From an optimization exercise on the open Yosys and OpenROAD flow, aimed at small area; shortcuts taken in it are not production practice. In this exercise RTL edits were held to simulation tests only and were not proved equivalent to the original. Power figures rest on the tool's default switching activity, not on a simulated workload.

**flow/config.mk**
```make
export PLATFORM = sky130hd
export DESIGN_NAME = sport_frame_decoder
export DESIGN_NICKNAME = sport_frame_decoder
export VERILOG_FILES = /design/flow/design.v
export SDC_FILE = /design/flow/constraint.sdc
export NUM_CORES = 4
export LEC_CHECK = 0
export CAP_MARGIN = 20
export CORE_MARGIN = 2
export CORE_UTILIZATION = 40
export SLEW_MARGIN = 20
```
**flow/constraint.sdc**
```tcl
create_clock -name core_clock -period 10.0 [get_ports {clk}]
set_input_delay 2.0000 -clock core_clock [delete_from_list [all_inputs] [get_ports {clk}]]
set_output_delay 2.0000 -clock core_clock [all_outputs]
set_load 0.01 [all_outputs]
```
**flow/design.v**
```verilog
module sport_frame_decoder (
    input  wire        clk,
    input  wire        rst,         
    input  wire        in_valid,
    input  wire [7:0]  in_data,
    output wire        frame_valid,
    output wire [71:0] frame_data,
    output wire        evt_valid,
    output wire [3:0]  evt_kind,
    output wire [31:0] evt_value
);
    localparam [7:0] START     = 8'h7E;
    localparam [7:0] ESC       = 8'h7D;
    localparam [7:0] ESC_XOR   = 8'h20;
    localparam [7:0] DEVICE_ID = 8'h1B;
    localparam [7:0] FRAME_TYPE= 8'h10;
    localparam [1:0] ST_IDLE    = 2'd0;
    localparam [1:0] ST_PAYLOAD = 2'd1;
    localparam [1:0] ST_ESCAPE  = 2'd2;
    reg [1:0] st;
    reg [3:0] cur;
    reg [7:0] buf_q [0:8];
    wire step = in_valid && !rst;
    reg       do_write;
    reg [7:0] wdata;
    always @(*) begin
        do_write = 1'b0;
        wdata    = in_data;
        if (step) begin
            case (st)
                ST_PAYLOAD: begin
                    if (in_data != ESC) begin
                        do_write = 1'b1;
                        wdata    = in_data;
                    end
                end
                ST_ESCAPE: begin
                    do_write = 1'b1;
                    wdata    = in_data ^ ESC_XOR;
                end
                default: ;
            endcase
        end
    end
    wire [3:0] cur_next = cur + 4'd1;
    wire       complete = do_write && (cur_next == 4'd9);
    always @(posedge clk) begin
        if (rst) begin
            st  <= ST_IDLE;
            cur <= 4'd0;
        end else if (in_valid) begin
            case (st)
                ST_IDLE: begin
                    if (in_data == START) begin
                        st  <= ST_PAYLOAD;
                        cur <= 4'd0;
                    end
                end
                ST_PAYLOAD: begin
                    if (in_data == ESC) begin
                        st <= ST_ESCAPE;
                    end else begin
                        cur <= cur_next;
                        st  <= (cur_next == 4'd9) ? ST_IDLE : ST_PAYLOAD;
                    end
                end
                ST_ESCAPE: begin
                    cur <= cur_next;
                    st  <= (cur_next == 4'd9) ? ST_IDLE : ST_PAYLOAD;
                end
                default: ;
            endcase
        end
    end
    always @(posedge clk) begin
        if (do_write)
            buf_q[cur] <= wdata;
    end
    reg [71:0] frame_now;
    integer i;
    always @(*) begin
        for (i = 0; i < 9; i = i + 1)
            frame_now[8*i +: 8] = (do_write && cur == i) ? wdata : buf_q[i];
    end
    assign frame_valid = complete;
    assign frame_data  = complete ? frame_now : 72'd0;
    wire [7:0]  device_id    = frame_now[7:0];
    wire [7:0]  frame_type   = frame_now[15:8];
    wire [15:0] data_type_id = frame_now[31:16];
    wire [31:0] value        = frame_now[63:32];
    reg       known;
    reg [3:0] kind;
    always @(*) begin
        known = 1'b1;
        kind  = 4'd0;
        case (data_type_id)
            16'h0600: kind = 4'd0;    
            16'h0800: kind = 4'd1;    
            16'h0210: kind = 4'd2;    
            16'h0910: kind = 4'd3;    
            16'h0200: kind = 4'd4;    
            16'h0840: kind = 4'd5;    
            16'hF101: kind = 4'd6;    
            16'h0400: kind = 4'd7;    
            16'h0410: kind = 4'd8;    
            16'h0100: kind = 4'd9;    
            16'h0820: kind = 4'd10;   
            16'h0420: kind = 4'd11;   
            16'h0830: kind = 4'd12;   
            16'h0430: kind = 4'd13;   
            16'h0440: kind = 4'd14;   
            16'h0110: kind = 4'd15;   
            default:  known = 1'b0;
        endcase
    end
    wire accept = (device_id == DEVICE_ID) && (frame_type == FRAME_TYPE) && known;
    assign evt_valid = complete && accept;
    assign evt_kind  = evt_valid ? kind  : 4'd0;
    assign evt_value = evt_valid ? value : 32'd0;
endmodule
```
**flow/run.sh**
```bash
#!/bin/bash
# synth_recipe.tcl (not shown) runs the flow's synth.tcl, then flattens the netlist and writes it again
# the make line also repeats each setting of config.mk as NAME=value (left out here)
make -C /OpenROAD-flow-scripts/flow DESIGN_CONFIG=/design/flow/config.mk WORK_HOME=/design/flow/orfs CLKGATE_MAP_FILE= SYNTH_SCRIPT=/design/flow/synth_recipe.tcl finish
```
==> run summary <==
Status: timing/DRC/antenna clean
Post-synthesis cell type count: 67
Relative slew slack: 30.83%
CTS tree: yes
Crit share post-route: 81.90%
Layout cell share with drive strength beyond 1: 12.64%
Die area: 14170 um2
Clk slew on worst S/H paths: 0.06 ns
Crit Path Class: primary input to output port
Setup-failing EPs final: 0
GRT Total Usage: 20.76%
Reg2reg path depth: 6
Crit path launch type: primary input
Area Overhead vs Synth: 30.25%
Yosys warning count: 1
HP Class: flop to flop
Hold_sp: cur[2]$_SDFFE_PP0P_
GR Util met2: 32.18%
Hold Path End: cur[2]$_SDFFE_PP0P_
First-pass GRT wire length: 22.95 mm
CTS max path bufs: 2
Synth Cell Area: 5295 um2
Crit end category: output port
FF-to-FF setup slack: 7.44 ns
Clock skew: 0.005330 ns
Routability cong.: 0.8268
Clock root buffer: clkbuf_16
Ports: 121
#FFs+latches synth: 78
Busiest grt layer: met2
PwrDens: 103.0 nW/um2
Hold-fix buffers, CTS: 0
Largest net degree at the start of global routing: 74
Crit Reg-Reg Endpoint: buf_q[5][7]$_DFFE_PP_
DRT iter0 DRCs: 299
RSZ-0062 raised after global routing: no
Worst EP arrival: 6.19 ns
CORE AREA: 13090 um2
Die Ht: 119.1 um
IO Port Bufs: 120
GRT overflow: 0
Post-CTS setup repair buffer count: 0
Drt pass-1 iters: 4
Post-synth net total: 534
CTS Sinks: 78
Most used DFF post-synth: edfxtp_1
Vias: 4353
Cells after synthesis: 514
Fmax: 0.1221 GHz
Pleak: 2.279 nW
Post-Route WL: 14.93 mm
Post-synth EDFFs: 72
Fillers: 1171
Worst EP required: 8.00 ns
Post-Syn Area per Cell: 10.30 um2
GRT met1 Usage: 29.11%
Dpl cells: 777
Final Non-Filler Cells: 793
Clk latency of the worst-skew pair: 0.35 ns
# DRC: 0
Antenna viol nets, final: 0
Starting Density: 40.47%
Asr flop ratio synth: 0%
CP max FO: 37
Total CTS buffers: 9
Peak supply drop: 0.0001148 V
Chip width: 119.1 um
Initial antenna violation count: 0
Std-Cell Rows: 42
DP HPWL: 9.935 mm
DP Worst Slack: 1.787 ns
Ant. Diodes: 0
Critical R2R Launch: st[0]$_SDFFE_PP0P_
Cells on Worst Hold Path: 2
# nets final: 632
Vias per std cell: 5.489
PnR worst setup slack: 1.810 ns
CTS resizes: 0
Worst slew pin tran: 1.038 ns
Sum of negative setup slack: 0 ns
Met3 Usage GRT: 4.741%
WL/cell: 18.83 um
Slew Limit Fails: 0
MaxCap Viol Count: 0
Min Clock Period, post-route: 8.190 ns
Sequential area share after synthesis: 43.10%
CTS H-tree lvls: 3
Vias in the first global route: 4082
Fin. Hold Viols: 0
cell families (layout without fill, tap and decap cells):
family | Yosys count | after routing | synth area share (%)
adder cells (fa/ha/maj) | 9 | 9 | 2.127
AO/OA/AOI/OAI | 92 | 92 | 16.07
AND/OR/NAND/NOR | 199 | 199 | 18.90
flip-flops | 78 | 78 | 43.10
buffers and inverters | 61 | 164 | 5.293
multiplexers | 72 | 72 | 14.01
XOR/XNOR | 3 | 3 | 0.4963
sequential cells by signal, summed over array words and instances, names as in the netlist:
register / flops
buf_q: 72
cur: 4
st: 2
per-stage QoR:
stage / util (%) / area, um2 / power, mW / hold WS (ns)
after floorplan: - / 5295 / 0.3752 / 0.5016
after global routing: 52.71 / 6897 / 0.7306 / 0.6053
final: 52.71 / 6897 / 0.7103 / 0.5559
after global placement: 50.48 / 6605 / 0.3924 / 0.5260
after CTS: 52.71 / 6897 / 0.7153 / 0.5560
after detailed placement: 50.48 / 6605 / 0.3928 / 0.5460
synthesized netlist by cell type (3+ instances only):
cell | number | area share, %
buf_1 | 4 | 0.28
nand4_1 | 5 | 0.59
nand3b_1 | 11 | 1.6
buf_6 | 4 | 0.85
dfxtp_1 | 6 | 2.3
nand2_1 | 27 | 1.9
nand3_1 | 10 | 0.95
nand2b_1 | 6 | 0.71
a21oi_1 | 20 | 1.9
nor4_1 | 8 | 0.95
and3_1 | 4 | 0.47
nor4b_1 | 4 | 0.66
nor3_1 | 10 | 0.95
a211oi_2 | 29 | 6.9
buf_2 | 15 | 1.4
nor2_1 | 87 | 6.2
a211oi_1 | 8 | 1.1
inv_1 | 9 | 0.64
edfxtp_1 | 72 | 41
ha_1 | 9 | 2.1
and4b_1 | 3 | 0.57
inv_2 | 5 | 0.35
o21ai_0 | 3 | 0.28
clkbuf_1 | 22 | 1.6
a31oi_1 | 3 | 0.35
or3_1 | 4 | 0.47
nor3b_1 | 4 | 0.57
nor2b_1 | 5 | 0.59
mux2i_1 | 68 | 13
area by class of cell:
| type | count | area (um2) | share of cell area (%) |
|---|---|---|---|
| Tap cell | 176 | 220.2 | 3.193 |
| Timing Repair Buffer | 132 | 1291 | 18.72 |
| Clock buffer | 10 | 229.0 | 3.320 |
| Inverter | 16 | 62.56 | 0.9071 |
| Multi-Input combinational cell | 375 | 2749 | 39.86 |
| Clock inverter | 6 | 62.56 | 0.9071 |
| Sequential cell | 78 | 2282 | 33.09 |
per-layer routing:
metal / wire length (um) / share of wire (%)
met5: 0 / 0
met4: 182 / 1.2
met3: 902 / 6.0
met2: 6704 / 45
met1: 7142 / 48
how the worst max path moves through the flow:
stage	slack, ns	from	cells after the start	end
detailed placement	1.79	in_data[1]	10	evt_value[31]
global route	1.58	in_data[1]	10	evt_value[31]
finish	1.81	in_data[1]	10	evt_value[31]
global placement	1.89	in_data[1]	10	evt_value[31]
floorplan	3.78	in_data[2]	11	evt_valid
CTS	1.77	in_data[1]	10	evt_value[31]
cells in the final DEF (no fill, tap or decap), types with 5 or more instances in the layout:
cell type / Yosys / final
nand2_1: 27 / 27
buf_4: 0 / 12
edfxtp_1: 72 / 72
ha_1: 9 / 9
nand3b_1: 11 / 11
inv_2: 5 / 5
nor2_1: 87 / 87
nor4_1: 8 / 8
nand3_1: 10 / 10
dfxtp_1: 6 / 6
mux2i_1: 68 / 68
nand2b_1: 6 / 5
clkbuf_16: 0 / 9
a21oi_1: 20 / 20
nor3_1: 10 / 10
a211oi_2: 29 / 29
inv_1: 9 / 9
clkdlybuf4s50_1: 0 / 120
nand4_1: 5 / 5
a211oi_1: 8 / 8
nor2b_1: 5 / 5
where the power goes:
part | total, mW | internal, mW | leakage [nW] | switching [mW]
logic | 0.0300 | 0.00882 | 1.45 | 0.0212
registers | 0.356 | 0.356 | 0.695 | 0.0000317
clock network | 0.325 | 0.192 | 0.138 | 0.132
worst max-delay path, stage by stage:
cell	delay [ns]
clkdlybuf4s50_1	0.45
buf_4	0.29
and4b_1	0.28
a21bo_2	0.25
a21oi_1	0.28
and3_1	0.78
nand4_1	0.17
a221o_2	0.75
a211oi_1	0.32
clkdlybuf4s50_1	0.58

## static timing again, ports no longer ideal
Ports are ideal in the flow. The routed layout listed here was re-timed in OpenROAD.
Step 1: set_driving_cell puts a clkbuf_16 on clk and a buf_2 on each other input, an assumption about the parent block.
Step 2 adds t to the input delays and takes it off the output delays; t is the mean of the earliest and latest rising clock arrival at the registers after step 1. Input paths then give back, and output paths get back, about the clock's delay inside the block.
Slacks: ideal / step 1 / step 2; pairs: ideal / step 1.
t, ns: 0.381
slack for setup (ns): 1.810 / 1.784 / 1.784
slew at the worst register clock pin (ns): 0.06 / 0.06
After both steps setup and hold are still met in this run. The setup slack of this run moves by -0.026 ns with the drivers and by -0.026 ns with both steps.
